What follows belongs to an exercise in optimizing a design on an open flow for small area, a short achievable clock period and few clock cycles per item; a production flow would make more cautious choices.
RTL that was checked went through simulation tests only; none was proved equivalent to the original.
Function not checked in runs 1 and 2: the RTL went through the layout flow alone.
Power is estimated from default activity; no workload was simulated.

`design/flow/flow/run.sh`:
```
#!/bin/bash
set -euo pipefail
export SETUP_SLACK_MARGIN=8.0
bash standard.sh > flow_standard.log 2>&1
```
`design/flow/standard.sh`:
```
#!/bin/bash
# synth_recipe.tcl (not shown) runs the flow's synth.tcl, then flattens the netlist and writes it again
# the make line also repeats each setting of config.mk as NAME=value (left out here)
make -C /OpenROAD-flow-scripts/flow DESIGN_CONFIG=/design/flow/config.mk WORK_HOME=/design/flow/orfs CLKGATE_MAP_FILE= SYNTH_SCRIPT=/design/flow/synth_recipe.tcl "${@:-finish}"
```
`design/flow/config.mk`:
```
export PLATFORM = sky130hd
export DESIGN_NAME = bp91_codec
export DESIGN_NICKNAME = bp91_codec
export VERILOG_FILES = /design/flow/design.v
export SDC_FILE = /design/flow/constraint.sdc
export NUM_CORES = 4
export LEC_CHECK = 0
export CAP_MARGIN = 20
export CORE_MARGIN = 2
export CORE_UTILIZATION = 25
export CTS_BUF_LIST = sky130_fd_sc_hd__clkbuf_8
export CTS_CLUSTER_SIZE = 30
export PLACE_DENSITY = 0.45
export SLEW_MARGIN = 20
```
`design/flow/constraint.sdc`:
```
create_clock -name core_clock -period 12.0 [get_ports {clk}]
set_input_delay 2.4000 -clock core_clock [delete_from_list [all_inputs] [get_ports {clk}]]
set_output_delay 2.4000 -clock core_clock [all_outputs]
set_load 0.01 [all_outputs]
```
`design/flow/design.v`:
```
module bp91_codec (
    input  wire        clk,
    input  wire        rst,
    input  wire        cmd_valid,
    output wire        cmd_ready,
    input  wire [1:0]  cmd_op,
    input  wire [11:0] cmd_len,
    input  wire        in_valid,
    output wire        in_ready,
    input  wire [7:0]  in_data,
    output wire        out_valid,
    input  wire        out_ready,
    output wire [7:0]  out_data,
    output reg         done,
    output reg  [7:0]  err_code,
    output reg  [11:0] err_info
);
    localparam OP_LOAD = 2'd0;
    localparam OP_ENC  = 2'd1;
    localparam OP_DEC  = 2'd2;
    localparam OP_DECS = 2'd3;
    localparam T_CHAR  = 2'd0;
    localparam T_BYTE  = 2'd1;
    localparam T_MARK  = 2'd2;
    localparam QD = 6;             
    localparam CD = 7;             
    integer i;
    reg [6:0] ring [0:90];
    reg [6:0] b;
    reg [6:0] bn;            
    reg        nv;
    reg [1:0]  nop;
    reg [11:0] nlen;
    reg        ia;
    reg [1:0]  iop;
    reg [11:0] irem;
    reg        ilast;       
    reg        in_rdy;
    assign cmd_ready = !nv;
    assign in_ready  = in_rdy;
    wire cmd_fire = cmd_valid && !nv;
    wire in_fire  = in_valid && in_rdy;
    reg        hv, tv;
    reg [1:0]  hop, top_;
    reg        hlast, tlast;
    reg        hnob, tnob;
    reg [7:0]  hdat, tdat;
    reg [6:0]  hdn;          
    reg [11:0] kidx;
    reg        alpha_ok;
    reg        errf;         
    reg        e7;
    reg [11:0] eidx;
    reg        dupf;
    reg [6:0]  dupidx;
    reg        finp;         
    reg        fload;
    reg        pdv;
    reg [2:0]  pdc;
    reg [11:0] pdi;
    reg        c2v;
    reg [1:0]  c2op;
    reg        c2last;
    reg        c2has;
    reg [7:0]  c2dat;        
    reg        pv;
    reg [1:0]  pop_;
    reg        plast;
    reg        phas;         
    reg [7:0]  pdat;         
    reg        pendv;
    reg [6:0]  pend;
    reg        kv;
    reg [1:0]  kop;
    reg        klast;
    reg        khas;
    reg        kpendv;
    reg [13:0] kdat;
    reg [20:0] acc;
    reg [4:0]  n;
    reg        fl;
    reg        menc;
    reg        half;         
    reg [13:0] cr;
    reg        crv, cr2;
    reg [2:0]  tot;          
    reg        room;         
    reg        xv;
    reg [1:0]  xt;
    reg        xsel;
    reg [13:0] xdat;
    reg        x2v;
    reg [1:0]  x2t;
    reg        x2sel;
    reg [6:0]  x2hi, x2lo;
    reg        x3v;
    reg [1:0]  x3t;
    reg [7:0]  x3dat;
    reg        zv;
    reg [1:0]  zt;
    reg [7:0]  zdat;
    reg [8:0]  q [0:QD-1];
    reg [2:0]  qwp, qrp;
    reg [2:0]  qn;
    reg        ov;
    reg [7:0]  ob;
    assign out_valid = ov;
    assign out_data  = ob;
    always @(*) begin
        case (pdc)
            3'd7:    err_code = 8'h13;
            default: err_code = {5'd0, pdc};
        endcase
        err_info = pdi;
    end
    function [24:0] ks25;
        input [24:0] a, c;
        reg   [24:0] g, p, gg, pp;
        integer k, d;
        begin
            g = a & c; p = a ^ c; gg = g; pp = p;
            for (d = 1; d < 25; d = d * 2)
                for (k = 24; k >= d; k = k - 1) begin
                    gg[k] = gg[k] | (pp[k] & gg[k - d]);
                    pp[k] = pp[k] & pp[k - d];
                end
            ks25 = p ^ {gg[23:0], 1'b0};
        end
    endfunction
    function [13:0] ks14;
        input [13:0] a, c;
        reg   [13:0] g, p, gg, pp;
        integer k, d;
        begin
            g = a & c; p = a ^ c; gg = g; pp = p;
            for (d = 1; d < 14; d = d * 2)
                for (k = 13; k >= d; k = k - 1) begin
                    gg[k] = gg[k] | (pp[k] & gg[k - d]);
                    pp[k] = pp[k] & pp[k - d];
                end
            ks14 = p ^ {gg[12:0], 1'b0};
        end
    endfunction
    function [7:0] ks8;
        input [7:0] a, c;
        reg   [7:0] g, p, gg, pp;
        integer k, d;
        begin
            g = a & c; p = a ^ c; gg = g; pp = p;
            for (d = 1; d < 8; d = d * 2)
                for (k = 7; k >= d; k = k - 1) begin
                    gg[k] = gg[k] | (pp[k] & gg[k - d]);
                    pp[k] = pp[k] & pp[k - d];
                end
            ks8 = p ^ {gg[6:0], 1'b0};
        end
    endfunction
    wire c_load = (hop == OP_LOAD);
    wire c_enc  = (hop == OP_ENC);
    wire c_dec  = hop[1];
    wire [2:0] kh = kidx[6:4];
    wire [3:0] kl = kidx[3:0];
    reg  [7:0]  gt_h, eq_h;
    reg  [15:0] gt_l;
    reg  [90:0] match, lmask;
    reg  [6:0]  pos;
    always @(*) begin
        for (i = 0; i < 8; i = i + 1) begin
            gt_h[i] = (kh > i);
            eq_h[i] = (kh == i);
        end
        for (i = 0; i < 16; i = i + 1)
            gt_l[i] = (kl > i);
        pos = 7'd0;
        for (i = 0; i < 91; i = i + 1) begin
            if (i < 46)
                match[i] = (ring[i] == hdat[6:0]);
            else
                match[i] = (ring[i] == ~hdn);
            lmask[i] = gt_h[i / 16] | (eq_h[i / 16] & gt_l[i % 16]);
            if (match[i]) pos = pos | i[6:0];
        end
    end
    wire       anym    = |match;
    wire       anyl    = |(match & lmask);
    wire       member  = !hdat[7] && anym && !hnob;
    wire       k91      = (kidx < 12'd91);
    wire       need_ins = c_load && !hnob && k91;
    wire [6:0] kidx_m1  = kidx[6:0] - 7'd1;
    wire ds_empty = !c2v && !pv && !kv && !fl && !crv && !xv && !x2v && !x3v && !zv;
    wire ins_ok   = (kidx == 12'd0) ? ds_empty : (b == kidx_m1);
    wire c2_free;
    wire c_take = hv && c2_free && !finp && (!need_ins || ins_ok) && (!hlast || !pdv);
    wire c_ins  = c_take && need_ins;
    wire [11:0] kidx_p1 = kidx + 12'd1;
    wire err_now = c_load ? (!hnob && hdat[7]) :
                   ((hop == OP_DECS) && alpha_ok && !hnob && !member);
    wire dup_now = c_load && !hnob && k91 && !hdat[7] && anyl;
    wire fin_slow = c_load || ((hop == OP_DECS) && alpha_ok);
    wire p_free;
    wire c2_take = c2v && p_free;
    assign c2_free = !c2v || c2_take;
    wire [7:0] c2_t = ks8({1'b0, b}, {1'b1, ~c2dat[6:0]});
    wire [7:0] c2_u = ks8({1'b0, b} ^ {1'b1, ~c2dat[6:0]} ^ 8'd91,
                          {(({1'b0, b} & {1'b1, ~c2dat[6:0]}) | ({1'b0, b} & 8'd91) |
                            ({1'b1, ~c2dat[6:0]} & 8'd91)), 1'b0});
    wire [6:0] c2_dig = c2_t[7] ? c2_u[6:0] : c2_t[6:0];      
    wire p_dec = pop_[1];
    wire p_enc = (pop_ == OP_ENC);
    wire p_fwd = p_enc || plast || (phas && pendv);
    wire k_free;
    wire p_take = pv && (!p_fwd || k_free);
    assign p_free = !pv || p_take;
    wire [6:0]  p_dig = pdat[6:0];
    wire [15:0] dh = 16'd1 << pdat[6:3];
    wire [7:0]  dl = 8'd1 << pdat[2:0];
    wire m728_0 = 1'b0;
    wire m728_1 = 1'b0;
    wire m728_2 = 1'b0;
    wire m728_3 = dh[1] | dh[3] | dh[5] | dh[7] | dh[9] | dh[11];
    wire m728_4 = dh[1] | dh[2] | dh[5] | dh[6] | dh[9] | dh[10];
    wire m728_5 = dh[2] | dh[4] | dh[5] | dh[7] | dh[10];
    wire m728_6 = dh[1] | dh[4] | dh[7] | dh[8] | dh[10] | dh[11];
    wire m728_7 = dh[1] | dh[2] | dh[3] | dh[7] | dh[8] | dh[9];
    wire m728_8 = dh[2] | dh[4] | dh[6] | dh[7] | dh[9] | dh[11];
    wire m728_9 = dh[1] | dh[4] | dh[5] | dh[7] | dh[8] | dh[11];
    wire m728_10 = dh[2] | dh[5] | dh[8] | dh[10] | dh[11];
    wire m728_11 = dh[3] | dh[4] | dh[5] | dh[9] | dh[10] | dh[11];
    wire m728_12 = dh[6] | dh[7] | dh[8] | dh[9] | dh[10] | dh[11];
    wire m728_13 = 1'b0;
    wire m91_0 = dl[1] | dl[3] | dl[5] | dl[7];
    wire m91_1 = dl[1] | dl[2] | dl[5] | dl[6];
    wire m91_2 = dl[2] | dl[4] | dl[5] | dl[7];
    wire m91_3 = dl[1] | dl[4] | dl[7];
    wire m91_4 = dl[1] | dl[2] | dl[3] | dl[7];
    wire m91_5 = dl[2] | dl[4] | dl[6] | dl[7];
    wire m91_6 = dl[1] | dl[4] | dl[5] | dl[7];
    wire m91_7 = dl[2] | dl[5];
    wire m91_8 = dl[3] | dl[4] | dl[5];
    wire m91_9 = dl[6] | dl[7];
    wire [13:0] m728 = {m728_13, m728_12, m728_11, m728_10, m728_9, m728_8, m728_7, m728_6, m728_5, m728_4, m728_3, m728_2, m728_1, m728_0};
    wire [9:0]  m91  = {m91_9, m91_8, m91_7, m91_6, m91_5, m91_4, m91_3, m91_2, m91_1, m91_0};
    wire [13:0] pa = {7'd0, pend};
    wire [13:0] pb = m728;
    wire [13:0] pc = {4'd0, m91};
    wire [13:0] s4 = pa ^ pb ^ pc;
    wire [13:0] c4 = {((pa & pb) | (pa & pc) | (pb & pc)), 1'b0};
    wire [13:0] p_v = ks14(s4, c4);
    wire n_gt13 = (n > 5'd13);
    wire n_gt7  = (n > 5'd7);
    wire big13  = (acc[12:0] > 13'd88);
    wire two    = n_gt7 || (acc[13:0] > 14'd90);
    wire cr_iss  = crv && room;
    wire cr_free = !crv || (cr_iss && (half || !cr2));
    wire ext     = menc && n_gt13 && cr_free;                  
    wire fin_ld  = menc && fl && !n_gt13 && (n != 5'd0) && cr_free;
    wire i_byte  = !menc && n_gt7 && room;
    wire i_mark  = fl && room && (menc ? ((n == 5'd0) && !crv) : !n_gt7);
    wire issue   = cr_iss || i_byte || i_mark;
    wire emit    = i_byte;
    wire clr     = fin_ld || i_mark;
    reg  k_acc;
    always @(*) begin
        k_acc = 1'b0;
        if (kv && !fl) begin
            if (kop == OP_ENC)
                k_acc = !khas || !n_gt13 || cr_free;
            else if (kop[1])
                k_acc = (!khas && !kpendv) || !n_gt7 || (room && (n < 5'd16));
            else
                k_acc = 1'b1;
        end
    end
    assign k_free = !kv || k_acc;
    wire k_ins = k_acc && (khas || kpendv) && (kop != OP_LOAD);
    wire k_is13 = (kdat[12:0] > 13'd88);
    wire [28:0] acc_or = {8'd0, acc} | (k_ins ? ({15'd0, kdat} << n) : 29'd0);
    wire [28:0] acc_s13 = acc_or >> 13;
    wire [28:0] acc_s14 = acc_or >> 14;
    wire [28:0] acc_s8  = acc_or >> 8;
    wire [20:0] acc_nx = ext ? (big13 ? acc_s13[20:0] : acc_s14[20:0]) :
                         (emit ? acc_s8[20:0] : acc_or[20:0]);
    wire [4:0]  kk     = ext ? (big13 ? 5'd13 : 5'd14) : (emit ? 5'd8 : 5'd0);
    wire [4:0]  n_sub  = n - kk;
    wire [4:0]  n_nx   = !k_ins ? n_sub :
                         (kop == OP_ENC) ? (n_sub + 5'd8) :
                         khas ? (n_sub + (k_is13 ? 5'd13 : 5'd14)) : 5'd8;
    wire [24:0] ma = {11'd0, xdat} << 11;
    wire [24:0] mb = {11'd0, xdat} << 9;
    wire [24:0] mc = {11'd0, xdat} << 8;
    wire [24:0] md = {11'd0, xdat} << 6;
    wire [24:0] me = {11'd0, xdat};
    wire [24:0] ms1 = ma ^ mb ^ mc;
    wire [24:0] mc1 = {((ma & mb) | (ma & mc) | (mb & mc)), 1'b0};
    wire [24:0] ms2 = md ^ me ^ ms1;
    wire [24:0] mc2 = {((md & me) | (md & ms1) | (me & ms1)), 1'b0};
    wire [24:0] ms3 = mc1 ^ mc2 ^ ms2;
    wire [24:0] mc3 = {((mc1 & mc2) | (mc1 & ms2) | (mc2 & ms2)), 1'b0};
    wire [24:0] x_prod = ks25(ms3, mc3);
    wire [6:0]  x_hi   = x_prod[24:18];
    wire [7:0]  la = {1'b0, x2lo};
    wire [7:0]  lb = {1'b0, x2hi} << 5;
    wire [7:0]  lc = {1'b0, x2hi} << 2;
    wire [7:0]  ld = {1'b0, x2hi};
    wire [7:0]  ls1 = la ^ lb ^ lc;
    wire [7:0]  lc1 = {((la & lb) | (la & lc) | (lb & lc)), 1'b0};
    wire [7:0]  ls2 = ls1 ^ lc1 ^ ld;
    wire [7:0]  lc2 = {((ls1 & lc1) | (ls1 & ld) | (lc1 & ld)), 1'b0};
    wire [7:0]  x2_lo = ks8(ls2, lc2);
    wire [6:0]  x2_d  = x2sel ? x2hi : x2_lo[6:0];
    wire [7:0]  nd    = {1'b1, ~x3dat[6:0]};
    wire [7:0]  es    = {1'b0, bn} ^ nd ^ 8'd1;
    wire [7:0]  ec    = {(({1'b0, bn} & nd) | ({1'b0, bn} & 8'd1) | (nd & 8'd1)), 1'b0};
    wire [7:0]  x3_e  = ks8(es, ec);
    wire [7:0]  fs    = {1'b0, bn} ^ nd ^ 8'd92;
    wire [7:0]  fc    = {(({1'b0, bn} & nd) | ({1'b0, bn} & 8'd92) | (nd & 8'd92)), 1'b0};
    wire [7:0]  x3_f  = ks8(fs, fc);
    wire [6:0]  x3_adr = x3_e[7] ? x3_f[6:0] : x3_e[6:0];
    wire [6:0] z_rd  = ring[zdat[6:0]];
    wire [7:0] w_dat = (zt == T_CHAR) ? {1'b0, z_rd} : zdat;
    wire       w_mk  = (zt == T_MARK);
    wire [8:0] qh     = q[qrp];
    wire       o_free = !ov || out_ready;
    wire       q_pop  = o_free && (qn != 3'd0);
    wire       o_xfer = ov && out_ready;
    wire [1:0] gone   = {1'b0, o_xfer} + {1'b0, q_pop && qh[8]};
    wire push_zero;
    wire in_push = in_fire || push_zero;
    wire i_end  = in_fire && ilast;
    wire i_idle = !ia || i_end;
    wire act    = i_idle && nv && (nlen != 12'd0);
    assign push_zero = !ia && nv && (nlen == 12'd0) && !(hv && tv);
    wire [1:0] push_op   = in_fire ? iop : nop;
    wire       push_last = in_fire ? ilast : 1'b1;
    wire       push_nob  = !in_fire;
    always @(posedge clk) begin
        for (i = 1; i < 91; i = i + 1) ring[i] <= ring[i-1];
        ring[0] <= c_ins ? hdat[6:0] : ring[90];
        xt    <= i_mark ? T_MARK : (i_byte ? T_BYTE : T_CHAR);
        xsel  <= half;
        xdat  <= i_byte ? {6'd0, acc[7:0]} : cr;
        x2t   <= xt;
        x2sel <= xsel;
        x2hi  <= (xt == T_CHAR) ? x_hi : {6'd0, xdat[7]};
        x2lo  <= xdat[6:0];
        x3t   <= x2t;
        x3dat <= (x2t == T_CHAR) ? {1'b0, x2_d} : {x2hi[0], x2lo};
        zt    <= x3t;
        zdat  <= (x3t == T_CHAR) ? {1'b0, x3_adr} : x3dat;
        if (rst) begin
            b        <= 7'd0;
            bn       <= 7'd1;
            nv       <= 1'b0;
            ia       <= 1'b0;
            in_rdy   <= 1'b0;
            hv       <= 1'b0;
            tv       <= 1'b0;
            kidx     <= 12'd0;
            alpha_ok <= 1'b0;
            errf     <= 1'b0;
            dupf     <= 1'b0;
            finp     <= 1'b0;
            pdv      <= 1'b0;
            pdc      <= 3'd0;
            pdi      <= 12'd0;
            c2v      <= 1'b0;
            pv       <= 1'b0;
            pendv    <= 1'b0;
            kv       <= 1'b0;
            acc      <= 21'd0;
            n        <= 5'd0;
            fl       <= 1'b0;
            menc     <= 1'b0;
            half     <= 1'b0;
            crv      <= 1'b0;
            tot      <= 3'd0;
            room     <= 1'b1;
            xv       <= 1'b0;
            x2v      <= 1'b0;
            x3v      <= 1'b0;
            zv       <= 1'b0;
            qwp      <= 3'd0;
            qrp      <= 3'd0;
            qn       <= 3'd0;
            ov       <= 1'b0;
            done     <= 1'b0;
        end else begin
            if (c_ins && kidx == 12'd0) begin
                b  <= 7'd0;
                bn <= 7'd1;
            end else begin
                b  <= bn;
                bn <= (bn == 7'd90) ? 7'd0 : bn + 7'd1;
            end
            if (cmd_fire) begin
                nv   <= 1'b1;
                nop  <= cmd_op;
                nlen <= cmd_len;
            end
            if (act) begin
                ia    <= 1'b1;
                iop   <= nop;
                irem  <= nlen;
                ilast <= (nlen == 12'd1);
                nv    <= 1'b0;
            end else if (push_zero) begin
                nv    <= 1'b0;
            end else if (in_fire) begin
                irem  <= irem - 12'd1;
                ilast <= (irem == 12'd2);
                if (ilast) ia <= 1'b0;
            end
            if (c_take) begin
                if (tv) begin
                    hop <= top_; hlast <= tlast; hnob <= tnob; hdat <= tdat; hdn <= ~tdat[6:0];
                    if (in_push) begin
                        top_ <= push_op; tlast <= push_last; tnob <= push_nob; tdat <= in_data;
                    end else begin
                        tv <= 1'b0;
                    end
                end else begin
                    hv <= in_push;
                    hop <= push_op; hlast <= push_last; hnob <= push_nob; hdat <= in_data;
                    hdn <= ~in_data[6:0];
                end
            end else if (in_push) begin
                if (!hv) begin
                    hv <= 1'b1;
                    hop <= push_op; hlast <= push_last; hnob <= push_nob; hdat <= in_data;
                    hdn <= ~in_data[6:0];
                end else begin
                    tv <= 1'b1;
                    top_ <= push_op; tlast <= push_last; tnob <= push_nob; tdat <= in_data;
                end
            end
            begin : rdy
                reg [1:0] cnt_next;
                reg       ia_next;
                cnt_next = {1'b0, hv} + {1'b0, tv} + {1'b0, in_push} - {1'b0, c_take};
                ia_next  = act || (ia && !i_end);
                in_rdy  <= ia_next && (cnt_next <= 2'd1);
            end
            if (c_take) begin
                kidx <= hlast ? 12'd0 : kidx_p1;
                if (!errf) begin
                    eidx <= kidx;
                    e7   <= hdat[7];
                    errf <= err_now;
                end
                if (!dupf) begin
                    dupidx <= kidx[6:0];
                    dupf   <= dup_now;
                end
                if (hlast) begin
                    pdv <= 1'b1;
                    if (fin_slow) begin
                        finp  <= 1'b1;
                        fload <= c_load;
                        pdi   <= (c_load && !hnob) ? kidx_p1 : 12'd0;
                    end else begin
                        pdc  <= alpha_ok ? 3'd0 : 3'd7;
                        pdi  <= 12'd0;
                        errf <= 1'b0;
                        dupf <= 1'b0;
                    end
                end
            end
            if (finp) begin
                finp <= 1'b0;
                errf <= 1'b0;
                dupf <= 1'b0;
                if (fload) begin
                    alpha_ok <= 1'b0;
                    if (pdi != 12'd91) begin
                        pdc <= 3'd1;
                    end else if (errf) begin
                        pdc <= 3'd2;
                        pdi <= eidx;
                    end else if (dupf) begin
                        pdc <= 3'd3;
                        pdi <= {5'd0, dupidx};
                    end else begin
                        pdc <= 3'd0;
                        pdi <= 12'd0;
                        alpha_ok <= 1'b1;
                    end
                end else if (errf) begin
                    pdc <= e7 ? 3'd4 : 3'd5;
                    pdi <= eidx;
                end else begin
                    pdc <= 3'd0;
                end
            end
            if (c2_free) begin
                c2v    <= c_take && (c_enc ? (alpha_ok || hlast) :
                                     (hlast || (c_dec && alpha_ok && member)));
                c2op   <= hop;
                c2last <= hlast;
                c2has  <= c_enc ? (alpha_ok && !hnob) : (c_dec && alpha_ok && member);
                c2dat  <= c_enc ? hdat : {1'b0, pos};
            end else if (c2op[1]) begin
                c2dat[6:0] <= (c2dat[6:0] == 7'd90) ? 7'd0 : c2dat[6:0] + 7'd1;
            end
            if (p_take) begin
                if (p_dec) begin
                    if (plast) begin
                        pendv <= 1'b0;
                    end else if (phas) begin
                        pendv <= !pendv;
                        if (!pendv) pend <= p_dig;
                    end
                end
            end
            if (p_free) begin
                pv    <= c2_take;
                pop_  <= c2op;
                plast <= c2last;
                phas  <= c2has;
                pdat  <= (c2op == OP_ENC) ? c2dat : {1'b0, c2_dig};
            end
            if (k_free) begin
                kv <= p_take && p_fwd;
                kop <= pop_;
                klast <= plast;
                if (p_enc) begin
                    khas   <= phas;
                    kpendv <= 1'b0;
                    kdat   <= {6'd0, pdat};
                end else if (p_dec) begin
                    if (phas && pendv) begin
                        khas   <= 1'b1;
                        kpendv <= 1'b0;
                        kdat   <= p_v;
                    end else begin
                        khas   <= 1'b0;
                        kpendv <= phas || pendv;
                        kdat   <= {7'd0, phas ? p_dig : pend};
                    end
                end else begin
                    khas   <= 1'b0;
                    kpendv <= 1'b0;
                end
            end
            if (k_acc) begin
                menc <= (kop == OP_ENC);
                if (klast) fl <= 1'b1;
            end
            if (ext || fin_ld) begin
                cr   <= (ext && big13) ? {1'b0, acc[12:0]} : acc[13:0];
                cr2  <= ext || two;
                crv  <= 1'b1;
                half <= 1'b0;
            end else if (cr_iss) begin
                if (half || !cr2) begin
                    crv  <= 1'b0;
                    half <= 1'b0;
                end else begin
                    half <= 1'b1;
                end
            end
            if (clr) begin
                acc  <= 21'd0;
                n    <= 5'd0;
                if (i_mark) fl <= 1'b0;
            end else begin
                acc <= acc_nx;
                n   <= n_nx;
            end
            xv  <= issue;
            x2v <= xv;
            x3v <= x2v;
            zv  <= x3v;
            begin : cred
                reg [2:0] tn;
                tn = tot + {2'd0, issue} - {1'd0, gone};
                tot  <= tn;
                room <= (tn < CD);
            end
            if (zv) begin
                q[qwp] <= {w_mk, w_dat};
                qwp    <= (qwp == QD - 1) ? 3'd0 : qwp + 3'd1;
            end
            if (q_pop)
                qrp <= (qrp == QD - 1) ? 3'd0 : qrp + 3'd1;
            qn <= qn + {2'd0, zv} - {2'd0, q_pop};
            done <= 1'b0;
            if (o_free) begin
                if (q_pop) begin
                    if (qh[8]) begin
                        done <= 1'b1;
                        pdv  <= 1'b0;
                        ov   <= 1'b0;
                    end else begin
                        ob <= qh[7:0];
                        ov <= 1'b1;
                    end
                end else begin
                    ov <= 1'b0;
                end
            end
        end
    end
endmodule
```
==> flow_summary.yaml, run 1 <==
detailed_routing:
  viasPerCell: 5.23
  firstDrtPassIters: 6
  wire_per_inst_um: 29.1
  drtIter0Drc: 4063
  drt_wl_total_um: 209000
  postRouteAntennaNets: 0
  drc: 0
  vias: 37600
floorplan:
  coreArea_sq_um: 183000
  fp-row-count: 157
  initial_core_util: 0.252
  die-area_sq_um: 188000
  die-height_um: 434
  ios: 59
  die_w_um: 434
worst_hold_path:
  min_path_type: "register to register"
  min_to: "x2sel"
  hold_start: "xsel"
  whs_path_depth: 0
critical_path:
  cp.arrival_ns: 4.72
  start_kind: "register"
  r2r_cells: 10
  crit_fanout: 39
  end_kind: "register"
  r2r_slack_ns: 7.94
  r2r_start: "zdat[0]"
  criticalPathCategory: "register to register"
  cp_data_required_time_ns: 12.66
  r2r_end: "q[4][1]"
flow_run:
  cap_violations: 0
sta:
  hold_viol: 0
  rsz0062_at_grt: "true"
  setup_viol: 0
  worstMarginPinSlew_ns: 1.30
  skew_ns: 0.0746
  post-route-period-util: 0.338
  slew_violations: 0
  max_freq_ghz: 0.246
  hold_ws_ns: 0.322
  min_period_ns: 4.06
  relSlewSlack: 0.129
  timing.setup.tns_ns: 0
placement:
  io_buffers: 54
  hpwl_um: 158000
  gp_congestion: 1.03
clock_tree:
  h-tree-depth: 4
  cts_made_buffers: 168
  cts_buffer_depth: 3
  clock_sinks: 1006
  clk_pin_slew_worst_paths_ns: 0.06
  root_buffer: "clkbuf_8"
  cts_tree: "built"
  clk_latency_ns: 0.96
  cts-hold-fix-buffers: 0
yosys:
  syn_area_sq_um: 46300
  yosysSeqAreaShare: 0.480
  async_flop_share: 0
  synthCells: 4453
  ys_ff_latch: 1006
  yosysUniqueCellTypes: 90
  synth_edf_count: 208
  yosys_warnings: 2
  synth_ff_type: "dfxtp_1"
  syn_area_per_cell_sq_um: 10.4
finish:
  final_util: 0.297
  register_area_sq_um: 22300
  final_common_cell: "dfxtp_1"
  drive_gt1_frac: 0.135
  multiInputGateArea_sq_um: 23000
  final_cell_mix: "dfxtp_1, xnor2_1, xor2_1, nor2_1, edfxtp_1"
  fillers: 19200
  fin_nets: 4768
  area_growth_pct: 17.6
power:
  p_per_area_nw_per_um2: 192
  irDropWorstVdd_mv: 0.111
  power_leakage_nw: 19.7
global_route:
  grt_pass1_wl_um: 291000
  antenna_found_initial: 17
  grt_max_degree: 57
  grt_pass1_vias: 36900
  overflow: 0
  grt_use_total: 0.217
status:
  status: "timing/DRC/antenna clean"
-- synth_stat cells, types with 13 or more instances --
cell / number / area, sq um
a211oi_1: 19 / 143
a22o_1: 28 / 245
nand4_1: 129 / 807
clkbuf_1: 142 / 533
nand2_1: 176 / 661
buf_1: 26 / 97.6
fa_1: 48 / 961
mux2_2: 25 / 282
nor3_1: 81 / 405
inv_1: 146 / 548
or3_1: 17 / 106
a31oi_1: 41 / 257
o32ai_1: 14 / 123
nor2b_1: 38 / 238
buf_2: 43 / 215
nand3b_1: 13 / 97.6
ha_1: 118 / 1480
or4_1: 13 / 97.6
nor2_1: 282 / 1060
a22oi_1: 186 / 1400
a32oi_1: 53 / 464
xnor2_1: 382 / 3350
or2_2: 16 / 100
mux2i_1: 71 / 711
a221oi_1: 41 / 359
edfxtp_1: 208 / 6250
xor2_1: 350 / 3070
o22ai_1: 60 / 375
and2_1: 21 / 131
a21oi_1: 193 / 966
nor4_1: 147 / 920
and3_1: 14 / 87.6
nand3_1: 82 / 410
dfxtp_1: 798 / 16000
nand2b_1: 35 / 219
o21ai_0: 111 / 556
a222oi_1: 24 / 240
buf_4: 35 / 263
a21o_1: 27 / 203
-- per-stage QoR --
step / area [sq um] / total power, mW / setup WS [ns] / cells
after floorplan: 46300 / 5.96 / 7.83 / 4456
after global placement: 50100 / 6.99 / 7.04 / 6850
after detailed placement: 50100 / 7.00 / 6.88 / 6850
after CTS: 54100 / 10.4 / 7.93 / 7167
after global routing: 54400 / 11.0 / 7.85 / 7177
final: 54400 / 10.4 / 7.94 / 7184
-- metal layers --
layer  global-route usage  wire length (um)  vias to the layer above
li1                     -                 -                    16500
met1                0.291             90900                    18800
met2                0.325             89300                     1813
met3               0.0520             17200                      491
met4                0.111             11900                        0
met5                    0                 0                        -
-- layout make-up --
cell class,instances,area share
diodes,9,0.000414
clock inverters,108,0.0167
clock buffers,198,0.0501
well taps,2464,0.0567
flip-flops and latches,1006,0.410
inverters,151,0.0106
repair buffers,207,0.0324
multi-input cells,3041,0.424
-- sequential cells by signal, indices dropped and copies added, names as in the netlist, 8 cells and up, named ones only --
signal,count
ob,8
c2dat,8
pdi,12
nlen,12
zdat,8
hdat,8
eidx,12
kdat,14
acc,21
x3dat,8
ring,637
q,54
irem,12
kidx,12
tdat,8
xdat,14
cr,14
pdat,8
-- logic make-up (layout without fill, tap and decap cells) --
kind of cell               Yosys count  after routing  synth area share
and+or+nand+nor                   1108           1108             0.124
DFF                               1006           1006             0.480
AOI/OAI and AO/OA                  925            925             0.139
xor gates and xnor gates           732            732             0.139
buffers and inverters              409            664            0.0390
adders and majority gates          166            166            0.0527
muxes                              106            106            0.0263
other                                1             13         0.0000811
-- critical path: stages (launching register included) --
cell	delay (ns)
dfxtp_1	0.31
buf_4	0.40
nand2_1	0.37
nor2_2	0.51
buf_4	0.51
a22oi_1	0.16
a21oi_1	0.52
nor4_1	0.15
nand3_1	0.21
a2111oi_0	0.11
a21oi_1	0.50
-- repair_timing --
action                     CTS  global route
buffers inserted            11             7
setup endpoints to repair  147            73
resized for setup          174            50
pin swaps                    3             5
-- report_power, final --
group / internal [mW] / total, mW / switching, mW
Combinational: 1.15 / 3.23 / 2.08
Clock: 1.83 / 3.33 / 1.50
Sequential: 3.65 / 3.86 / 0.204
-- how the worst max path moves through the flow --
stage / endpoint / cells past startpoint / slack (ns) / start
after floorplan: q[0][0] / 3 / 7.83 / rst
final: q[4][1] / 10 / 7.94 / zdat[0]
after global placement: q[4][0] / 9 / 7.04 / zdat[6]
after CTS: in_rdy / 12 / 7.93 / hop[1]
after global routing: in_rdy / 15 / 7.85 / kidx[0]
after detailed placement: tdat[3] / 11 / 6.88 / kidx[0]
==> inputs of run 2 (changes only) <==
==> design/flow/flow/run.sh (replaced) <==
#!/bin/bash
set -euo pipefail
export SETUP_SLACK_MARGIN=8.5
bash standard.sh > flow_standard.log 2>&1
==> run 2 against run 1 <==
  * Still clean
  * Core utilization increased by 1.4 points
  * Setup slack gained 0.067 ns
  * Global-route usage rose by 0.67 points
  * Die area unchanged
  * Clock power is essentially flat
  * Final area rose by 4.6%
  * Critical endpoint is now err_code[4]
==> flow_summary.yaml, run 2 <==
yosys:
  syn_area_per_cell_sq_um: 10.4
  ys_ff_latch: 1006
  async_flop_share: 0
  synth_most_common_cell: "dfxtp_1"
  yosysSeqAreaShare: 0.480
  yosys_warnings: 2
  synthCells: 4453
  synth_common_cells: "dfxtp_1, xnor2_1, xor2_1"
  synthTopCellsByArea: "dfxtp_1, edfxtp_1, xnor2_1"
  syn_area_sq_um: 46300
  yosysUniqueCellTypes: 90
  synth_edf_count: 208
  synth_area_leader_cell: "dfxtp_1"
  synth_ff_type: "dfxtp_1"
  synth_top_area_frac: 0.345
detailed_routing:
  postRouteAntennaNets: 0
  wire_per_inst_um: 30.1
  drtIter0Drc: 4817
  drt_wl_total_um: 220000
  drc: 0
  viasPerCell: 5.33
  vias: 38900
  firstDrtPassIters: 6
sta:
  relSlewSlack: 0.140
  setup_viol: 0
  timing.setup.tns_ns: 0
  post-route-period-util: 0.333
  worstMarginPinSlew_ns: 1.28
  max_freq_ghz: 0.251
  rsz0062_at_grt: "true"
  skew_ns: 0.0645
  slew_violations: 0
  min_period_ns: 3.99
  hold_viol: 0
finish:
  final_cell_mix: "dfxtp_1, xnor2_1, xor2_1, nor2_1, edfxtp_1"
  area_growth_pct: 23.1
  drive_gt1_frac: 0.186
  final_util: 0.310
  reg.largest.list: "ring: 637 flops, q: 54 flops, acc: 21 flops"
  largest_reg_flops: 637
  fin_nets: 4875
  final_common_cell: "dfxtp_1"
  regMostFlops: "ring"
  final_cells: 7302
critical_path:
  cp_data_required_time_ns: 9.60
  end_kind: "output port"
  cp.arrival_ns: 1.59
  crit_fanout: 4
  criticalPathCategory: "register to output port"
  start_kind: "register"
power:
  power_leakage_nw: 20.7
  p_per_area_nw_per_um2: 194
  power_mw: 11.0
  irDropWorstVdd_mv: 0.128
floorplan:
  ios: 59
  die-area_sq_um: 188000
  fp-row-count: 157
  initial_core_util: 0.252
  die-height_um: 434
  die_w_um: 434
  coreArea_sq_um: 183000
global_route:
  antenna_found_initial: 22
  grt_max_degree: 51
  grt_pass1_vias: 37200
  grt_pass1_wl_um: 299000
  grt_use_total: 0.224
  overflow: 0
clock_tree:
  clock_sinks: 1006
  cts-hold-fix-buffers: 0
  clk_latency_ns: 0.97
  cts_tree: "built"
  clk_pin_slew_worst_paths_ns: 0.06
  cts_made_buffers: 170
  cts_buffer_depth: 3
  h-tree-depth: 4
  root_buffer: "clkbuf_8"
worst_hold_path:
  min_path_type: "register to register"
placement:
  gp_congestion: 1.07
  dpl.cell_count: 6839
  hpwl_um: 160000
  io_buffers: 54
flow_run:
  cap_violations: 0
status:
  status: "timing/DRC/antenna clean"
[run 2: cell counts after synthesis]
Identical to the previous run, type by type.
[run 2: path summary, 6_finish.rpt]
| check | slack, ns | endpoint | cells after the start | startpoint |
|---|---|---|---|---|
| worst min-delay path | 0.32 | x2sel | 0 | xsel |
| worst max register to register | 8.36 | x2hi[5] | 14 | xdat[1] |
| worst min register to register | 0.32 | x2sel | 0 | xsel |
| worst max-delay path | 8.01 | err_code[4] | 2 | pdc[0] |
[run 2: logic make-up (layout without fill, tap and decap cells)]
kind of cell,after synthesis,in the layout,share of synthesized area
adder cells (fa/ha/maj),166,166,0.0527
flip-flops,1006,1006,0.480
buffers and inverters,409,778,0.0390
AND/OR/NAND/NOR,1108,1108,0.124
XOR/XNOR,732,732,0.139
multiplexers,106,106,0.0263
AO/OA/AOI/OAI,925,925,0.139
other,1,17,0.0000811
[run 2: area by class of cell]
class	count	area [sq um]
Sequential cell	1006	22300
Clock inverter	112	881
Antenna cell	13	32.5
Timing Repair Buffer	312	3360
Inverter	151	592
Fill cell	19100	127000
Clock buffer	203	2790
Multi-Input combinational cell	3041	23900
Tap cell	2464	3080
[run 2: where the power goes]
group / total, mW / leakage (nW) / internal [mW] / switching, mW
Combinational: 3.81 / 10.2 / 1.49 / 2.33
Clock: 3.34 / 2.05 / 1.80 / 1.54
Sequential: 3.88 / 8.40 / 3.66 / 0.218
Total: 11.0 / 20.7 / 6.95 / 4.09
[run 2: critical path, stage by stage (launching register included)]
cell and delay, ns:
dfxtp_4 0.38, and3_4 0.19, buf_6 0.09
[run 2: metrics by stage]
stage / worst slack, ns / cell area (sq um) / hold WS (ns)
3_3_place_gp: 7.21 / 50200 / 0.313
3_5_place_dp: 6.94 / 50300 / 0.322
5_1_grt: 7.93 / 56900 / 0.345
6_report: 8.01 / 56900 / 0.324
4_1_cts: 7.91 / 55600 / 0.327
2_1_floorplan: 8.16 / 46600 / 0.310
[run 2: timing repair]
item | CTS | global route
buffers inserted | 53 | 63
resized for setup | 381 | 107
pin swaps | 45 | 47
cloned | 7 | 12
setup endpoints to repair | 223 | 119
[run 2: layer usage]
layer | wire [um] | up-vias | part of all wire | track usage
li1 | - | 16700 | - | -
met1 | 93800 | 19500 | 0.43 | 0.303
met2 | 93200 | 2120 | 0.42 | 0.333
met3 | 18800 | 595 | 0.086 | 0.0500
met4 | 13900 | 8 | 0.063 | 0.115
met5 | 56 | - | 0.00025 | 0
==> inputs of run 3 (changes only) <==
--- a/design/flow/design.v
+++ b/design/flow/design.v
@@ -56,7 +56,7 @@
     reg        finp;         
     reg        fload;
     reg        pdv;
-    reg [2:0]  pdc;
+    reg [3:0]  pdc;          
     reg [11:0] pdi;
     reg        c2v;
     reg [1:0]  c2op;
@@ -79,6 +79,7 @@
     reg [20:0] acc;
     reg [4:0]  n;
     reg        fl;
+    reg        mp;           
     reg        menc;
     reg        half;         
     reg [13:0] cr;
@@ -107,10 +108,7 @@
     assign out_valid = ov;
     assign out_data  = ob;
     always @(*) begin
-        case (pdc)
-            3'd7:    err_code = 8'h13;
-            default: err_code = {5'd0, pdc};
-        endcase
+        err_code = {3'd0, pdc[3], 1'b0, pdc[2:0]};
         err_info = pdi;
     end
     function [24:0] ks25;
@@ -187,7 +185,10 @@
     wire       k91      = (kidx < 12'd91);
     wire       need_ins = c_load && !hnob && k91;
     wire [6:0] kidx_m1  = kidx[6:0] - 7'd1;
-    wire ds_empty = !c2v && !pv && !kv && !fl && !crv && !xv && !x2v && !x3v && !zv;
+    wire ds_empty = !c2v && !(pv && pop_ == OP_ENC) && !(kv && kop == OP_ENC) &&
+                    !(menc && (fl || n != 5'd0)) && !crv &&
+                    !(xv && xt == T_CHAR) && !(x2v && x2t == T_CHAR) &&
+                    !(x3v && x3t == T_CHAR) && !(zv && zt == T_CHAR);
     wire ins_ok   = (kidx == 12'd0) ? ds_empty : (b == kidx_m1);
     wire c2_free;
     wire c_take = hv && c2_free && !finp && (!need_ins || ins_ok) && (!hlast || !pdv);
@@ -252,21 +253,23 @@
     wire two    = n_gt7 || (acc[13:0] > 14'd90);
     wire cr_iss  = crv && room;
     wire cr_free = !crv || (cr_iss && (half || !cr2));
-    wire ext     = menc && n_gt13 && cr_free;                  
-    wire fin_ld  = menc && fl && !n_gt13 && (n != 5'd0) && cr_free;
-    wire i_byte  = !menc && n_gt7 && room;
-    wire i_mark  = fl && room && (menc ? ((n == 5'd0) && !crv) : !n_gt7);
+    wire ext_ok  = cr_free && !mp;
+    wire ext     = menc && n_gt13 && ext_ok;                   
+    wire fdone   = fl && !mp && (menc ? (!n_gt13 && ((n == 5'd0) || cr_free)) : !n_gt7);
+    wire fin_ld  = fdone && menc && (n != 5'd0);
+    wire i_byte  = !menc && n_gt7 && room && !mp;
+    wire i_mark  = mp && room && !crv;
     wire issue   = cr_iss || i_byte || i_mark;
     wire emit    = i_byte;
-    wire clr     = fin_ld || i_mark;
+    wire clr     = fdone;
     reg  k_acc;
     always @(*) begin
         k_acc = 1'b0;
         if (kv && !fl) begin
             if (kop == OP_ENC)
-                k_acc = !khas || !n_gt13 || cr_free;
+                k_acc = !khas || !n_gt13 || ext_ok;
             else if (kop[1])
-                k_acc = (!khas && !kpendv) || !n_gt7 || (room && (n < 5'd16));
+                k_acc = (!khas && !kpendv) || !n_gt7 || (room && !mp && (n < 5'd16));
             else
                 k_acc = 1'b1;
         end
@@ -361,7 +364,7 @@
             dupf     <= 1'b0;
             finp     <= 1'b0;
             pdv      <= 1'b0;
-            pdc      <= 3'd0;
+            pdc      <= 4'd0;
             pdi      <= 12'd0;
             c2v      <= 1'b0;
             pv       <= 1'b0;
@@ -370,6 +373,7 @@
             acc      <= 21'd0;
             n        <= 5'd0;
             fl       <= 1'b0;
+            mp       <= 1'b0;
             menc     <= 1'b0;
             half     <= 1'b0;
             crv      <= 1'b0;
@@ -458,7 +462,7 @@
                         fload <= c_load;
                         pdi   <= (c_load && !hnob) ? kidx_p1 : 12'd0;
                     end else begin
-                        pdc  <= alpha_ok ? 3'd0 : 3'd7;
+                        pdc  <= alpha_ok ? 4'd0 : 4'b1011;
                         pdi  <= 12'd0;
                         errf <= 1'b0;
                         dupf <= 1'b0;
@@ -472,23 +476,23 @@
                 if (fload) begin
                     alpha_ok <= 1'b0;
                     if (pdi != 12'd91) begin
-                        pdc <= 3'd1;
+                        pdc <= 4'd1;
                     end else if (errf) begin
-                        pdc <= 3'd2;
+                        pdc <= 4'd2;
                         pdi <= eidx;
                     end else if (dupf) begin
-                        pdc <= 3'd3;
+                        pdc <= 4'd3;
                         pdi <= {5'd0, dupidx};
                     end else begin
-                        pdc <= 3'd0;
+                        pdc <= 4'd0;
                         pdi <= 12'd0;
                         alpha_ok <= 1'b1;
                     end
                 end else if (errf) begin
-                    pdc <= e7 ? 3'd4 : 3'd5;
+                    pdc <= e7 ? 4'd4 : 4'd5;
                     pdi <= eidx;
                 end else begin
-                    pdc <= 3'd0;
+                    pdc <= 4'd0;
                 end
             end
             if (c2_free) begin
@@ -558,10 +562,13 @@
                     half <= 1'b1;
                 end
             end
+            if (i_mark)
+                mp <= 1'b0;
             if (clr) begin
                 acc  <= 21'd0;
                 n    <= 5'd0;
-                if (i_mark) fl <= 1'b0;
+                fl   <= 1'b0;
+                mp   <= 1'b1;
             end else begin
                 acc <= acc_nx;
                 n   <= n_nx;
==> design/flow/flow/run.sh (replaced) <==
#!/bin/bash
set -euo pipefail
export SETUP_SLACK_MARGIN=8.0
bash standard.sh > flow_standard.log 2>&1
--- a/design/flow/config.mk
+++ b/design/flow/config.mk
@@ -8,7 +8,5 @@
 export CAP_MARGIN = 20
 export CORE_MARGIN = 2
 export CORE_UTILIZATION = 25
-export CTS_BUF_LIST = sky130_fd_sc_hd__clkbuf_8
-export CTS_CLUSTER_SIZE = 30
 export PLACE_DENSITY = 0.45
 export SLEW_MARGIN = 20
==> run 3 against run 2 <==
  * Still clean on timing, DRC and antenna
  * Non-clock buffer count down 112
  * Combinational power down 12%
  * Register-to-register slack lost 0.48 ns
  * Global-route usage down 1.2 points
  * Hold slack improved by 0.017 ns
  * Synthesized cell count grew 0.25%
  * Sequential share of layout area rose by 1.8 points
  * Total power shrank 3.6%
  * Fmax is 3.1% lower
  * Final area shrank 4.5%
  * Critical path depth rose by 9
==> flow_summary.yaml, run 3 <==
yosys:
  synth_most_common_cell: "dfxtp_1"
  yosys_warnings: 2
  synth_ff_type: "dfxtp_1"
  syn_area_per_cell_sq_um: 10.4
  syn_area_sq_um: 46400
  synth_top_area_frac: 0.345
  yosysSeqAreaShare: 0.479
  synthTopCellsByArea: "dfxtp_1, edfxtp_1, xnor2_1"
  synth_common_cells: "dfxtp_1, xnor2_1, xor2_1"
  synthCells: 4464
  async_flop_share: 0
  synth_area_leader_cell: "dfxtp_1"
  ys_ff_latch: 1008
  yosysUniqueCellTypes: 94
  synth_edf_count: 208
finish:
  fillers: 19300
  multiInputGateArea_sq_um: 23000
  final_cell_area_sq_um: 54400
  reg.largest.list: "ring: 637 flops, q: 54 flops, acc: 21 flops"
  final_common_cell: "dfxtp_1"
  final_cell_mix: "dfxtp_1, xnor2_1, xor2_1, nor2_1"
  register_area_sq_um: 22300
  regMostFlops: "ring"
  final_util: 0.294
  drive_gt1_frac: 0.110
  area_growth_pct: 17.1
  fin_nets: 4700
  largest_reg_flops: 637
clock_tree:
  cts_buffer_depth: 3
  cts_made_buffers: 108
  clock_sinks: 1008
  h-tree-depth: 3
  root_buffer: "clkbuf_16"
  cts_tree: "built"
  clk_latency_ns: 0.79
  clk_pin_slew_worst_paths_ns: 0.06
  cts-hold-fix-buffers: 0
sta:
  worstMarginPinSlew_ns: 1.33
  max_freq_ghz: 0.243
  min_period_ns: 4.12
  skew_ns: 0.0728
  relSlewSlack: 0.106
  hold_viol: 0
  post-route-period-util: 0.343
  setup_viol: 0
  slew_violations: 0
  fin_ws_ns: 7.88
  timing.setup.tns_ns: 0
  rsz0062_at_grt: "false"
critical_path:
  r2r_slack_ns: 7.88
  r2r_end: "q[1][3]"
  crit_slowest_cell: "a222oi_1"
  end_kind: "register"
  crit_fanout: 38
  cp.depth: 11
  r2r_start: "zdat[2]"
  criticalPathCategory: "register to register"
  crit_start: "zdat[2]"
  cp.arrival_ns: 4.63
  cp_data_required_time_ns: 12.52
  start_kind: "register"
  path_common_cell: "buf_4"
  crit_family: "compound AO/OA/AOI/OAI gates"
  r2r_cells: 11
  slowest_delay_ns: 0.76
  crit_path_cell_trace: "buf_6 -> nand2b_1 -> nor2_2 -> buf_4 -> a222oi_1 -> o22ai_1 -> a21oi_1 -> nand4_1 -> nor4_2 -> a31oi_1 -> buf_4"
  path_buf_inv: 3
  endpoint: "q[1][3]"
floorplan:
  ios: 59
  initial_core_util: 0.251
  die_w_um: 435
  die-height_um: 435
  die-area_sq_um: 189000
  coreArea_sq_um: 185000
  fp-row-count: 158
detailed_routing:
  drt_wl_total_um: 208000
  postRouteAntennaNets: 0
  viasPerCell: 5.27
  drtIter0Drc: 4591
  vias: 37400
  drc: 0
  wire_per_inst_um: 29.4
  firstDrtPassIters: 9
worst_hold_path:
  min_path_type: "register to register"
power:
  irDropWorstVdd_mv: 0.142
  p_per_area_nw_per_um2: 196
  power_leakage_nw: 19.3
placement:
  hpwl_um: 155000
  gp_congestion: 1.02
  io_buffers: 54
  post-place-ws_ns: 6.86
  place_area_sq_um: 50100
flow_run:
  cap_violations: 0
global_route:
  grt_pass1_wl_um: 290000
  overflow: 0
  grt_use_total: 0.212
  grt_pass1_vias: 36100
  grt_max_degree: 44
  antenna_found_initial: 9
status:
  status: "timing/DRC/antenna clean"
[run 3: cell count changes after synthesis, moves of 11 or more]
| cell | change |
|---|---|
| a21oi_1 | +21 |
| buf_2 | -12 |
| a222oi_1 | +11 |
| a31oi_1 | -11 |
| nor3_1 | -26 |
| mux2i_1 | -19 |
| a22oi_1 | -17 |
| clkbuf_1 | +31 |
| buf_1 | -15 |
| o21ai_0 | +26 |
[run 3: kinds of logic after synthesis]
group	Yosys count	synth area share
flip-flops	1008	0.479
other	1	0.0000807
AO/OA/AOI/OAI	944	0.139
XOR/XNOR	732	0.138
adder cells (fa/ha/maj)	166	0.0525
multiplexers	95	0.0255
AND/OR/NAND/NOR	1101	0.125
buffers and inverters	417	0.0407
[run 3: area by class of cell]
class                           count  share of cell area
Antenna cell                        3            0.000138
Clock buffer                      153              0.0560
Clock inverter                     51              0.0104
Inverter                          145              0.0100
Multi-Input combinational cell   3044               0.423
Sequential cell                  1008               0.410
Tap cell                         2480              0.0571
Timing Repair Buffer              200              0.0332
[run 3: what timing repair did]
action,in CTS,in global routing
resized for setup,92,37
endpoints found under the setup margin,209,110
buffers inserted,6,17
hold endpoints to repair,0,0
cloned,1,1
pin swaps,2,16
[run 3: worst min path at each step]
stage	cells after the start	end	start	slack (ns)
floorplan	0	x2sel	xsel	0.31
global placement	0	x2sel	xsel	0.33
detailed placement	0	x2sel	xsel	0.32
CTS	0	x2sel	xsel	0.35
global route	0	x2sel	xsel	0.36
finish	0	x2sel	xsel	0.34
[run 3: worst reg2reg max path: cells and delay by family, from the launching register on]
kind | cells | cell delay, ns
buffers and inverters | 3 | 0.89
AOI/OAI and AO/OA | 4 | 1.43
DFF | 1 | 0.32
and+or+nand+nor | 4 | 1.26
[run 3: routing by layer]
| metal | GRT usage | up-vias | part of all wire |
|---|---|---|---|
| met5 | 0 | - | 0 |
| met4 | 0.111 | 0 | 0.060 |
| met3 | 0.0450 | 453 | 0.076 |
| met2 | 0.316 | 1737 | 0.43 |
| met1 | 0.287 | 18800 | 0.44 |
| li1 | - | 16400 | - |
[run 3: power breakdown]
group          internal, mW  switching (mW)
sequential             3.67           0.194
clock                  1.91            1.49
combinational          1.24            2.14
total                  6.82            3.82
[run 3: stage by stage]
step	total power, mW	std cells	hold slack, ns
2_1_floorplan	6.05	4467	0.310
3_3_place_gp	7.13	6852	0.332
3_5_place_dp	7.14	6852	0.319
4_1_cts	10.6	7063	0.352
5_1_grt	11.2	7081	0.356
6_report	10.6	7084	0.342
Testbench counts of run 3, summed over its fixed seeds: cycles 39,487, items 35,196.
==> inputs of run 4 (changes only) <==
==> design/flow/flow/run.sh (replaced) <==
#!/bin/bash
set -euo pipefail
export SETUP_SLACK_MARGIN=8.5
bash standard.sh > flow_standard.log 2>&1
==> run 4 against run 3 <==
  * Total power increased by 5.4%
  * Sequential power about the same
  * Sequential share of layout area decreased by 1.5 points
  * Die area unchanged
  * Fmax increased by 12%
  * Via count increased by 1.4%
  * Global-route usage increased by 0.41 points
  * First-iteration DRC count decreased by 4.1%
  * Non-clock buffer count increased by 92
  * Largest power group unchanged
==> flow_summary.yaml, run 4 <==
status:
  status: "timing/DRC/antenna clean"
placement:
  gp_congestion: 1.03
  post-place-ws_ns: 6.83
  io_buffers: 54
  hpwl_um: 157000
sta:
  hold_viol: 0
  timing.setup.tns_ns: 0
  setup_viol: 0
  rsz0062_at_grt: "true"
  worstMarginPinSlew_ns: 1.27
  fin_ws_ns: 8.34
  max_freq_ghz: 0.273
  relSlewSlack: 0.144
  post-route-period-util: 0.305
  skew_ns: 0.0769
  slew_violations: 0
  min_period_ns: 3.66
detailed_routing:
  viasPerCell: 5.28
  firstDrtPassIters: 6
  postRouteAntennaNets: 0
  drtIter0Drc: 4404
  vias: 37900
  drt_wl_total_um: 213000
  wire_per_inst_um: 29.7
  drc: 0
yosys:
  ys_ff_latch: 1008
  synthTopCellsByArea: "dfxtp_1, edfxtp_1, xnor2_1"
  synth_common_cells: "dfxtp_1, xnor2_1, xor2_1"
  synth_top_area_frac: 0.345
  synth_most_common_cell: "dfxtp_1"
  yosysUniqueCellTypes: 94
  yosys_warnings: 2
  syn_area_per_cell_sq_um: 10.4
  synthCells: 4464
  async_flop_share: 0
  synth_ff_type: "dfxtp_1"
  syn_area_sq_um: 46400
  synth_edf_count: 208
  yosysSeqAreaShare: 0.479
  synth_area_leader_cell: "dfxtp_1"
global_route:
  grt.met1_usage: 0.291
  use_met2: 0.325
  grt_busiest_layer: "met2"
  met3_usage: 0.0468
  grt_use_total: 0.216
  grt_pass1_wl_um: 295000
  antenna_found_initial: 5
  grt_pass1_vias: 36700
  grt_max_degree: 56
  overflow: 0
floorplan:
  ios: 59
  die-area_sq_um: 189000
  fp-row-count: 158
  die-height_um: 435
  coreArea_sq_um: 185000
  die_w_um: 435
  initial_core_util: 0.251
finish:
  reg.largest.list: "ring: 637 flops, q: 54 flops, acc: 21 flops"
  final_util: 0.306
  final_cell_mix: "dfxtp_1, xnor2_1, xor2_1, nor2_1, edfxtp_1"
  drive_gt1_frac: 0.161
  largest_reg_flops: 637
  regMostFlops: "ring"
  final_common_cell: "dfxtp_1"
  fin_nets: 4790
  area_growth_pct: 21.9
  fillers: 19200
  register_area_sq_um: 22300
  multiInputGateArea_sq_um: 23700
clock_tree:
  clk_latency_ns: 0.79
  h-tree-depth: 3
  cts_buffer_depth: 3
  cts_made_buffers: 107
  cts_tree: "built"
  root_buffer: "clkbuf_16"
  clock_sinks: 1008
  cts-hold-fix-buffers: 0
  clk_pin_slew_worst_paths_ns: 0.06
critical_path:
  end_kind: "output port"
  cp.arrival_ns: 1.26
  r2r_end: "x2hi[2]"
  slowest_delay_ns: 0.37
  crit_slowest_cell: "edfxtp_1"
  crit_path_cell_trace: "buf_2"
  crit_fanout: 1
  path_buf_inv: 1
  start_kind: "register"
  r2r_slack_ns: 8.40
  cp_data_required_time_ns: 9.60
  criticalPathCategory: "register to output port"
  crit_family: "flip-flops"
  r2r_start: "xdat[1]"
  r2r_cells: 16
power:
  p_per_area_nw_per_um2: 198
  p_comb_frac: 0.340
  p_clk_frac: 0.316
  intPower_mw: 7.22
  p_seq_frac: 0.344
  swShare: 0.356
  power_mw: 11.2
  switching_power_mw: 3.99
  power_leakage_nw: 20.2
  irDropWorstVdd_mv: 0.161
worst_hold_path:
  min_to: "x2sel"
  min_path_type: "register to register"
  whs_path_depth: 0
  hold_start: "xsel"
flow_run:
  cap_violations: 0
[run 4: worst max path at each step]
stage                     startpoint     endpoint  slack [ns]  cells after the start
after floorplan            out_ready        qn[2]        8.18                      9
after global placement           rst       acc[2]        6.85                      5
after detailed placement         rst       acc[2]        6.83                      5
after CTS                      ob[1]  out_data[1]        8.27                      1
after global routing         xdat[1]      x2hi[4]        8.25                     16
final                          ob[1]  out_data[1]        8.34                      1
[run 4: cell families after synthesis]
| family | share of synthesized area |
|---|---|
| simple gates | 0.125 |
| flops | 0.479 |
| buf+inv | 0.0407 |
| xor+xnor | 0.138 |
| other cells | 0.0000807 |
| compound gates | 0.139 |
| mux | 0.0255 |
| fa+ha+maj | 0.0525 |
[run 4: repair_timing]
| action | 4_1_cts | 5_1_grt |
|---|---|---|
| hold endpoints to repair | 0 | 0 |
| cloned | 6 | 5 |
| setup buffers | 71 | 40 |
| endpoints found under the setup margin | 311 | 166 |
| pin swaps | 42 | 25 |
| resized for setup | 383 | 72 |
[run 4: power by group through the flow]
stage | clock (mW) | sequential (mW) | combinational, mW
floorplan | 0 | 3.84 | 2.24
global placement | 0 | 3.94 | 3.21
detailed placement | 0 | 3.94 | 3.22
CTS | 3.60 | 3.86 | 3.57
global route | 3.73 | 3.89 | 4.16
finish | 3.54 | 3.86 | 3.81
[run 4: final cells by class]
cell class	count	area share
antenna	7	0.000309
inverter	145	0.00979
clock buffer	149	0.0534
multi-input combinational	3043	0.419
sequential	1008	0.395
clock inverter	53	0.0132
tap	2480	0.0548
timing repair buffer	292	0.0553
[run 4: stage by stage]
step	cell area (sq um)	instances	hold WS, ns
after floorplan	46700	4467	0.310
after global placement	50200	6843	0.318
after detailed placement	50200	6846	0.322
after CTS	55800	7125	0.334
after global routing	56600	7170	0.340
final	56600	7177	0.332
[run 4: layer usage]
layer,vias up,share of wire
li1,16500,-
met1,19200,0.43
met2,1734,0.43
met3,468,0.079
met4,4,0.059
met5,-,0.00011
==> inputs of run 5 (changes only) <==
--- a/design/flow/design.v
+++ b/design/flow/design.v
@@ -99,7 +99,8 @@
     reg [7:0]  x3dat;
     reg        zv;
     reg [1:0]  zt;
-    reg [7:0]  zdat;
+    reg [7:0]  zdat;         
+    reg [11:0] zhi;          
     reg [8:0]  q [0:QD-1];
     reg [2:0]  qwp, qrp;
     reg [2:0]  qn;
@@ -319,7 +320,19 @@
     wire [7:0]  fc    = {(({1'b0, bn} & nd) | ({1'b0, bn} & 8'd92) | (nd & 8'd92)), 1'b0};
     wire [7:0]  x3_f  = ks8(fs, fc);
     wire [6:0]  x3_adr = x3_e[7] ? x3_f[6:0] : x3_e[6:0];
-    wire [6:0] z_rd  = ring[zdat[6:0]];
+    reg  [6:0] zgrp [0:11];
+    reg  [6:0] z_rd;
+    integer g, k2;
+    always @(*) begin
+        z_rd = 7'd0;
+        for (g = 0; g < 12; g = g + 1) begin
+            zgrp[g] = 7'd0;
+            for (k2 = 0; k2 < 8; k2 = k2 + 1)
+                if (8 * g + k2 < 91)
+                    zgrp[g] = zgrp[g] | ({7{zdat[k2]}} & ring[8 * g + k2]);
+            z_rd = z_rd | ({7{zhi[g]}} & zgrp[g]);
+        end
+    end
     wire [7:0] w_dat = (zt == T_CHAR) ? {1'b0, z_rd} : zdat;
     wire       w_mk  = (zt == T_MARK);
     wire [8:0] qh     = q[qrp];
@@ -349,7 +362,8 @@
         x3t   <= x2t;
         x3dat <= (x2t == T_CHAR) ? {1'b0, x2_d} : {x2hi[0], x2lo};
         zt    <= x3t;
-        zdat  <= (x3t == T_CHAR) ? {1'b0, x3_adr} : x3dat;
+        zdat  <= (x3t == T_CHAR) ? (8'd1 << x3_adr[2:0]) : x3dat;
+        zhi   <= 12'd1 << x3_adr[6:3];
         if (rst) begin
             b        <= 7'd0;
             bn       <= 7'd1;
==> run 5 against run 4 <==
  * Highest routed layer unchanged
  * Final area shrank 3.9%
  * Hold slack lost 0.0045 ns
  * Sequential power grew 5.7%
  * Total power shrank 2.1%
  * Largest cell class is now flip-flops and latches
  * Combinational power shrank 13%
  * Largest power group unchanged
  * Synthesized cell count shrank 4.3%
  * Core utilization shrank 0.61 points
  * Critical path depth is the same
  * Die area shrank 1.5%
==> flow_summary.yaml, run 5 <==
power:
  irDropWorstVdd_mv: 0.167
  p_per_area_nw_per_um2: 202
  power_leakage_nw: 19.7
floorplan:
  die-area_sq_um: 186000
  die-height_um: 432
  die_w_um: 432
  initial_core_util: 0.252
  fp-row-count: 156
  coreArea_sq_um: 181000
  ios: 59
finish:
  fin_nets: 4539
  final_common_cell: "dfxtp_1"
  drive_gt1_frac: 0.138
  final_cell_mix: "dfxtp_1, xnor2_1, xor2_1, a22oi_1, nor2_1"
  regMostFlops: "ring"
  area_growth_pct: 18.9
  antenna_cells: 0
  largest_reg_flops: 637
  reg.largest.list: "ring: 637 flops, q: 54 flops, acc: 21 flops"
critical_path:
  crit_slowest_cell: "edfxtp_1"
  cp.arrival_ns: 1.28
  r2r_start: "hdat[2]"
  r2r_cells: 10
  cp_data_required_time_ns: 9.60
  path_buf_inv: 1
  crit_fanout: 1
  start_kind: "register"
  r2r_slack_ns: 8.39
  r2r_end: "c2has"
  slowest_delay_ns: 0.38
  crit_path_cell_trace: "buf_2"
  end_kind: "output port"
  crit_family: "flip-flops"
  criticalPathCategory: "register to output port"
sta:
  fin_ws_ns: 8.32
  setup_viol: 0
  hold_viol: 0
  rsz0062_at_grt: "true"
  min_period_ns: 3.68
  post-route-period-util: 0.306
  max_freq_ghz: 0.272
  relSlewSlack: 0.186
  timing.setup.tns_ns: 0
  slew_violations: 0
  skew_ns: 0.0663
  worstMarginPinSlew_ns: 1.20
detailed_routing:
  viasPerCell: 4.97
  drc: 0
  wire_per_inst_um: 23.1
  drt_wl_total_um: 157000
  firstDrtPassIters: 8
  postRouteAntennaNets: 0
  vias: 33800
  drtIter0Drc: 3030
clock_tree:
  clock_sinks: 1020
  root_buffer: "clkbuf_16"
  cts_tree: "built"
  cts_buffer_depth: 3
  cts_made_buffers: 107
  cts-hold-fix-buffers: 0
  clk_latency_ns: 0.77
  clk_pin_slew_worst_paths_ns: 0.06
  h-tree-depth: 3
worst_hold_path:
  whs_path_depth: 0
  min_path_type: "register to register"
  min_to: "x2sel"
  hold_start: "xsel"
yosys:
  synth_edf_count: 208
  syn_area_sq_um: 45700
  synth_most_common_cell: "dfxtp_1"
  synth_area_leader_cell: "dfxtp_1"
  yosys_warnings: 3
  synth_top_area_frac: 0.355
  synthTopCellsByArea: "dfxtp_1, edfxtp_1, xnor2_1"
  yosysUniqueCellTypes: 89
  syn_area_per_cell_sq_um: 10.7
  ys_ff_latch: 1020
  synth_common_cells: "dfxtp_1, xnor2_1, xor2_1"
  yosysSeqAreaShare: 0.492
  synth_ff_type: "dfxtp_1"
  synthCells: 4272
  async_flop_share: 0
placement:
  hpwl_um: 109000
  post-place-ws_ns: 7.16
  gp_congestion: 0.914
  io_buffers: 54
global_route:
  grt_max_degree: 53
  grt_busiest_layer: "met2"
  use_met2: 0.259
  grt_pass1_vias: 34100
  met3_usage: 0.0280
  grt_use_total: 0.163
  grt.met1_usage: 0.225
  overflow: 0
  antenna_found_initial: 2
  grt_pass1_wl_um: 231000
flow_run:
  cap_violations: 0
status:
  status: "timing/DRC/antenna clean"
[run 5: cell types whose count changed after synthesis, sizes merged, moves of 24 or more]
cell    previous run  this run
o21ai            139        82
nand3             91        43
o22ai             69        36
a21oi            214       181
nor4             141       117
a22oi            169       326
nand2            183       140
clkbuf           174       125
a32oi             45         1
nor2             278       252
a222oi            35         8
nand4            128       192
[run 5: power by group]
part	switching, mW	internal [mW]	total [mW]
Combinational	1.92	1.38	3.30
Clock	1.51	2.09	3.60
Sequential	0.366	3.72	4.08
Total	3.80	7.18	11.0
[run 5: worst max-delay path by stage]
stage	slack, ns	to	from	depth (start not counted)
floorplan	8.06	room	out_ready	9
global placement	7.17	in_rdy	kidx[0]	13
detailed placement	7.16	in_rdy	kidx[0]	13
CTS	8.26	out_data[7]	ob[7]	1
global route	8.27	out_data[7]	ob[7]	1
finish	8.32	out_data[7]	ob[7]	1
[run 5: layer usage]
layer	wire length (um)	share of wire	vias up
met2	71600	0.46	1063
met3	9090	0.058	245
met4	4380	0.028	4
met1	72200	0.46	17000
li1	-	-	15600
met5	27	0.00017	-
[run 5: what timing repair did]
action	in CTS	in global routing
setup buffers	62	25
pin swaps	42	36
endpoints found under the setup margin	265	108
resized for setup	311	79
cloned	2	4
[run 5: area by class of cell]
| cell class | count | area [sq um] |
|---|---|---|
| Fill cell | 18700 | 127000 |
| Sequential cell | 1020 | 22600 |
| Multi-Input combinational cell | 2850 | 22200 |
| Clock buffer | 152 | 3160 |
| Tap cell | 2370 | 2970 |
| Timing Repair Buffer | 207 | 2150 |
| Clock inverter | 47 | 664 |
| Inverter | 160 | 609 |
[run 5: cells by family (layout without fill, tap and decap cells)]
logic type	after synthesis	in the layout	share of synthesized area
flops	1020	1020	0.492
simple gates	996	996	0.115
compound gates	840	840	0.128
xor+xnor	742	743	0.142
buf+inv	406	566	0.0420
fa+ha+maj	167	167	0.0535
mux	100	100	0.0275
other cells	1	4	0.0000820
[run 5: stage by stage]
stage	util	instance area (sq um)	power [mW]	instances	hold slack (ns)
6_report	0.300	54400	11.0	6806	0.327
5_1_grt	0.300	54400	11.6	6806	0.342
4_1_cts	0.296	53700	10.8	6777	0.332
3_5_place_dp	0.268	48700	6.91	6514	0.318
3_3_place_gp	0.268	48700	6.90	6514	0.317
2_1_floorplan	-	46000	5.98	4275	0.310
Testbench counts of run 5, summed over its fixed seeds: cycles 39,487, items 35,196.

static timing again, ports no longer ideal:
How much do the figures lean on ideal ports? The routed layouts below were timed once more, with nothing changed but the port constraints. Step 1: set_driving_cell puts a clkbuf_16 on clk and a buf_2 on each other input, an assumption about the parent block. Step 2, shift: input delay + t, output delay - t, t = (earliest + latest rising clock arrival at the registers) / 2. This alone moves slack from input paths to output paths. Slacks: no drivers / after step 1 / after step 2; pairs: no drivers / after step 1.
run	t, ns	setup slack, ns	hold WS [ns]
run 1	1.006	7.941 / 7.941 / 7.328	0.322 / 0.322 / 0.322
run 2	1.022	8.008 / 7.922 / 7.541	0.324 / 0.324 / 0.324
run 3	0.831	7.882 / 7.882 / 7.390	0.342 / 0.342 / 0.342
run 4	0.829	8.336 / 8.256 / 7.797	0.332 / 0.332 / 0.332
run 5	0.819	8.323 / 8.245 / 7.770	0.327 / 0.327 / 0.327
After both steps setup and hold are still met in every run listed. For run 1, which loses most, drivers alone change the setup slack by 0.000 ns; drivers and shift together by -0.613 ns.
